What follows belongs to an exercise in optimizing a design on an open flow for a short achievable clock period and few clock cycles; a production flow would make more cautious choices.
In this exercise RTL edits were held to simulation tests only and were not proved equivalent to the original.
No activity file was given, so power comes from the tool's default toggle rates.

==> run a <==
==> flow/design.v (excerpt) <==
module acb_bitstream (
    input  wire        clk,
    input  wire        rst,
    input  wire        start,
    input  wire [3:0]  op,
    input  wire [7:0]  imm,
    input  wire [31:0] arg0,
    output reg         done,
    output wire [31:0] res0,
    output reg  [2:0]  err_code,
    output reg  [31:0] err_info,
    output wire [15:0] bs_pos,
    output wire [12:0] bs_len,
    output wire [11:0] bsb_raddr,
    input  wire [7:0]  bsb_rdata,
    output wire        bsb_we,
    output wire [11:0] bsb_waddr,
    output wire [7:0]  bsb_wdata
);
    localparam [16:0] BIT_CAP  = 17'd32768;
    localparam [3:0] OP_CLEAR     = 4'd0,
                     OP_GETPOS    = 4'd1,
                     OP_SETPOS    = 4'd2,
                     OP_READ      = 4'd3,
                     OP_PEEK      = 4'd4,
                     OP_WRITE     = 4'd5,
                     OP_ALIGN     = 4'd6,
                     OP_READBYTE  = 4'd7,
                     OP_WRITEBYTE = 4'd8;
  ...
Settings: LEC_CHECK=0, CAP_MARGIN=20, CORE_MARGIN=2, CORE_UTILIZATION=40, SLEW_MARGIN=20; clock period 10.0 ns.
standard.sh (not shown) runs the stock make flow with config.mk's settings and CLKGATE_MAP_FILE= SYNTH_SCRIPT=/design/flow/synth_recipe.tcl, a recipe that flattens the netlist after the stock synthesis.
==> flow/flow/run.sh <==
#!/bin/bash
# Standard ORFS layout at a higher core utilisation, with repair_timing aiming
# past the clock period.
set -euo pipefail
bash standard.sh SETUP_SLACK_MARGIN=7 CORE_UTILIZATION=50 finish > flow_standard.log 2>&1
==> run b: changes against run a <==
--- a/flow/design.v
+++ b/flow/design.v
@@ -55,13 +55,12 @@
     reg [3:0]  cop;
     reg [7:0]  cn;
     reg [31:0] carg;
     reg [15:0] opos;        
     reg [63:0] ring;        
     reg [63:0] Qr;          
-    reg [63:0] head;        
     reg [12:0] rhi;         
     reg [12:0] rnext;       
     reg        pend;        
     function [63:0] rotb;   
         input [63:0] r;
         input [2:0]  k;
@@ -299,21 +298,15 @@
                 if (cop == OP_SETPOS) begin
                     if (f_argbig) begin
                         err_code <= E_INVALIDARG;
                         err_info <= carg;
                     end else begin
                         pos_nx   = carg[15:0];
+                        rhi_nx   = carg[15:3];
+                        rnext_nx = carg[15:3];
                         pend_nx  = 1'b0;
-                        if (carg[15:6] == 10'd0 && len >= 13'd8) begin
-                            ring_nx  = head;
-                            rhi_nx   = 13'd8;
-                            rnext_nx = 13'd8;
-                        end else begin
-                            rhi_nx   = carg[15:3];
-                            rnext_nx = carg[15:3];
-                        end
                     end
                     done  <= 1'b1;
                     state <= S_IDLE;
                 end
             end
             S_SL0: begin
@@ -504,15 +497,12 @@
             rnext_nx = 13'd0;
             pend_nx  = 1'b0;
             rsel     = 1'b0;
         end
         pos   <= pos_nx;
         ring  <= ring_nx;
-        if (we && !rst && waddr[11:3] == 9'd0)
-            for (i = 0; i < 8; i = i + 1)
-                if (waddr[2:0] == i[2:0]) head[63 - 8*i -: 8] <= wd;
         rhi   <= rhi_nx;
         rnext <= rnext_nx;
         pend  <= pend_nx;
         Qr    <= f_posn ? rotb(ring_nx, plo[5:3]) : rotb(ring_nx, pos_nx[5:3]);
         ra    <= rsel ? sk[11:0] : rnext_nx[11:0];
     end
==> flow/flow/run.sh (replaced) <==
#!/bin/bash
# Standard ORFS layout, with repair_timing aiming past the clock period.
set -euo pipefail
bash standard.sh SETUP_SLACK_MARGIN=7 finish > flow_standard.log 2>&1
==> run c: changes against run a <==
--- a/flow/design.v
+++ b/flow/design.v
@@ -92,13 +92,25 @@
     wire [7:0]  omask   = 8'hFF >> o;
     wire        wb_ok   = ((o == 3'd0) ? at_len : k0_lm1) && !len[12];    
     wire [4:0]  n      = imm[4:0];
     wire        n_ok   = (imm[7:5] == 3'd0) && (n != 5'd0);
     wire [5:0]  om1    = {3'b000, o} - 6'd1;
     wire [5:0]  q      = om1 + {1'b0, n};
-    wire        go_r   = n_ok && (n <= ravl);
+    wire [3:0]  th8o   = 4'd8 - {1'b0, o};
+    wire        e2     = ({1'b0, n[2:0]} > th8o);
+    wire        e0     = (o == 3'd0) && (n[2:0] == 3'd0);
+    wire [6:0]  le;
+    genvar gm;
+    generate for (gm = 0; gm < 7; gm = gm + 1) begin : g_le
+        assign le[gm] = !dneg && (gm <= d4);
+    end endgenerate
+    wire [1:0]  n43    = n[4:3];
+    wire        le_a   = le[{1'b0, n43}];
+    wire        le_b   = le[{1'b0, n43} + 3'd1];
+    wire        le_c   = le[{1'b0, n43} + 3'd2];
+    wire        go_r   = n_ok && (e2 ? le_c : (e0 ? le_a : le_b));
     wire        go_w   = n_ok && capfar && wfast;
     wire [6:0]  plo    = {1'b0, pos[5:0]} + {2'b00, n};
     wire [9:0]  phi1   = pos[15:6] + 10'd1;
     wire [15:0] pos_n  = {(plo[6] ? phi1 : pos[15:6]), plo[5:0]};
     wire [2:0]  lsh    = no - n[2:0];             
     wire [15:0] pm1    = pos - 16'd1;
@@ -115,12 +127,30 @@
     wire        is_rd   = (op == OP_READ) || (op == OP_PEEK);
     wire        st      = idle && start;
     wire        f_done  = st && ((op == OP_CLEAR) || (op == OP_GETPOS) || (op == OP_ALIGN) ||
                                  (is_rd && go_r) || ((op == OP_READBYTE) && rb_ok));
     wire        f_we    = st && (((op == OP_WRITE) && go_w) || ((op == OP_WRITEBYTE) && wb_ok));
     wire        f_posn  = st && ((op == OP_READ) || (op == OP_WRITE));
+    wire [3:0]  s3     = {1'b0, o} + {1'b0, n[2:0]};
+    wire [2:0]  cb     = {1'b0, n[4:3]} + {2'b00, s3[3]};
+    wire [63:0] qf1    = s3[3] ? rotb(Qr, 3'd1) : Qr;
+    wire [63:0] qf2    = rotb(qf1, {1'b0, n[4:3]});
+    reg  [63:0] Qfast;
+    reg  [2:0]  tq0, tq1;
+    integer qi;
+    always @(*) begin
+        Qfast = qf2;
+        tq0   = 3'd0;
+        tq1   = 3'd0;
+        for (qi = 0; qi < 8; qi = qi + 1) begin
+            tq0 = d4[2:0] - qi[2:0];
+            tq1 = d4[2:0] - qi[2:0] - 3'd1;
+            if (pend && (s3[3] ? (tq1 == {1'b0, n[4:3]}) : (tq0 == {1'b0, n[4:3]})))
+                Qfast[63 - 8*qi -: 8] = bsb_rdata;
+        end
+    end
     reg  [30:0] res;
     assign res0 = {1'b0, res};
     reg        we;
     reg [11:0] waddr;
     reg [7:0]  wd;
     reg [11:0] ra;
@@ -183,14 +213,18 @@
         end
     end
     reg [15:0] pos_nx;
     reg [63:0] ring_nx;
     reg [12:0] rhi_nx, rnext_nx;
     reg        pend_nx, rsel;
+    reg        sdone;
+    reg [15:0] stgt, pos_base;
     always @(posedge clk) begin
         pos_nx   = pos;
+        sdone    = 1'b0;        
+        stgt     = pos;
         ring_nx  = ring;
         rhi_nx   = rhi;
         rnext_nx = rnext;
         rsel     = 1'b0;
         done     <= 1'b0;
         we       <= 1'b0;
@@ -329,13 +363,13 @@
                         end else if (f_nzero) begin
                         end else if (f_ue_r) begin
                             err_code <= E_UNEXPEND;
                             err_info <= {16'd0, opos};
                         end else begin
                             if (r_rdy) begin
-                                if (cop == OP_READ) pos_nx = r_pn[15:0];
+                                begin sdone = 1'b1; if (cop == OP_READ) stgt = r_pn[15:0]; end
                             end else begin
                                 done  <= 1'b0;
                                 state <= S_RW;
                             end
                         end
                     end
@@ -343,13 +377,14 @@
                         if (f_ue_rb) begin
                             err_code <= E_UNEXPEND;
                             err_info <= {16'd0, opos};
                             done  <= 1'b1;
                             state <= S_IDLE;
                         end else if (rb_ok) begin
-                            pos_nx = r_pal8[15:0];
+                            sdone = 1'b1;
+                            stgt  = r_pal8[15:0];
                             done  <= 1'b1;
                             state <= S_IDLE;
                         end else state <= S_RW;
                     end
                     OP_WRITE: begin
                         state <= S_IDLE;
@@ -389,19 +424,20 @@
                     end
                 endcase
             end
             S_RW: begin
                 if (rbyt) begin
                     if (rb_ok) begin
-                        pos_nx = r_pal8[15:0];
+                        sdone = 1'b1;
+                        stgt  = r_pal8[15:0];
                         done  <= 1'b1;
                         state <= S_IDLE;
                     end
                 end else begin
                     if (r_rdy) begin
-                        if (!rpeek) pos_nx = r_pn[15:0];
+                        begin sdone = 1'b1; if (!rpeek) stgt = r_pn[15:0]; end
                         done  <= 1'b1;
                         state <= S_IDLE;
                     end
                 end
             end
             S_SWZ: begin
@@ -477,12 +513,14 @@
                 rnext_nx = spn[15:3];
                 done  <= 1'b1;
                 state <= S_IDLE;
             end
             default: state <= S_IDLE;
         endcase
+        pos_base = pos_nx;
+        if (sdone) pos_nx = stgt;
         if (f_posn) pos_nx = pos_n;
         if (idle) begin
             if (op == OP_WRITEBYTE) begin
                 waddr <= palk[11:0];
                 wd    <= arg0[7:0];
             end else begin
@@ -497,12 +535,14 @@
             lenm1    <= 13'h1FFF;
             tail     <= 8'd0;
             tailv    <= 1'b0;
             we       <= 1'b0;
             wfirst   <= 1'b0;
             pos_nx   = 16'd0;
+            pos_base = 16'd0;
+            sdone    = 1'b0;
             rhi_nx   = 13'd0;
             rnext_nx = 13'd0;
             pend_nx  = 1'b0;
             rsel     = 1'b0;
         end
         pos   <= pos_nx;
@@ -510,10 +550,11 @@
         if (we && !rst && waddr[11:3] == 9'd0)
             for (i = 0; i < 8; i = i + 1)
                 if (waddr[2:0] == i[2:0]) head[63 - 8*i -: 8] <= wd;
         rhi   <= rhi_nx;
         rnext <= rnext_nx;
         pend  <= pend_nx;
-        Qr    <= f_posn ? rotb(ring_nx, plo[5:3]) : rotb(ring_nx, pos_nx[5:3]);
+        Qr    <= (f_posn && !rst) ? Qfast :
+                 sdone ? rotb(ring_nx, stgt[5:3]) : rotb(ring_nx, pos_base[5:3]);
         ra    <= rsel ? sk[11:0] : rnext_nx[11:0];
     end
 endmodule
==> flow/flow/run.sh (replaced) <==
#!/bin/bash
# Standard ORFS layout, with repair_timing aiming past the clock period.
set -euo pipefail
bash standard.sh SETUP_SLACK_MARGIN=7 finish > flow_standard.log 2>&1
==> notes <==
- Against run b, the sequential share of layout area of run a is higher by 1.1 points.
- Clock-buffer cell count, highest first: run c, run a, run b.
- Routed wire length: run b is lower than run a (about 12%).
- Of run b and run c, run b has the higher maximum frequency (gap about 1.6%, measured against run c).
- Core utilization: run b < run c < run a.
- In run c the final cell count is larger than in run a, by about 13%.
- Final area: run b < run a < run c.
- Between run a and run b, the lower global-route usage is in run b (gap 10 points).
- Clock power, lowest first: run b, run c, run a.
- Clock skew, lowest first: run b, run c, run a.
- Non-clock buffer count: run b < run a < run c.
Testbench counts of run a, summed over its fixed seeds: cycles 11,606.
Testbench counts of run b, summed over its fixed seeds: cycles 11,695.
Testbench counts of run c, summed over its fixed seeds: cycles 11,606.

==> static timing again, ports no longer ideal <==
In the flow no input, the clock included, has a driving cell. The finished layouts below were timed again as built, in two steps. Step 1 sets driving cells, clkbuf_16 on the clock port and buf_2 on the other inputs (assumed; they add their load-dependent delay and slew). Step 2 times the ports against the registers' clock, not the clock port: input delays grow and output delays shrink by t, the midpoint of the rising clock arrivals with the driver on. a / b / c = no drivers / after step 1 / after step 2; a / b = the first two.
| run | t (ns) | slack for setup (ns) | worst setup path at the end | worst register clock-pin slew, ns | pins driven straight from the clock port |
|---|---|---|---|---|---|
| run a | 0.721 | 5.552 / 5.552 / 4.908 | input to register | 0.07 / 0.07 | 1 |
| run b | 0.722 | 5.687 / 5.690 / 4.981 | input to register | 0.07 / 0.07 | 1 |
| run c | 0.758 | 5.618 / 5.645 / 4.887 | input to register | 0.07 / 0.07 | 1 |
After both steps every run listed still meets setup and hold. The setup slack of run c, which loses most, moves by +0.027 ns with the drivers and by -0.731 ns with both steps.
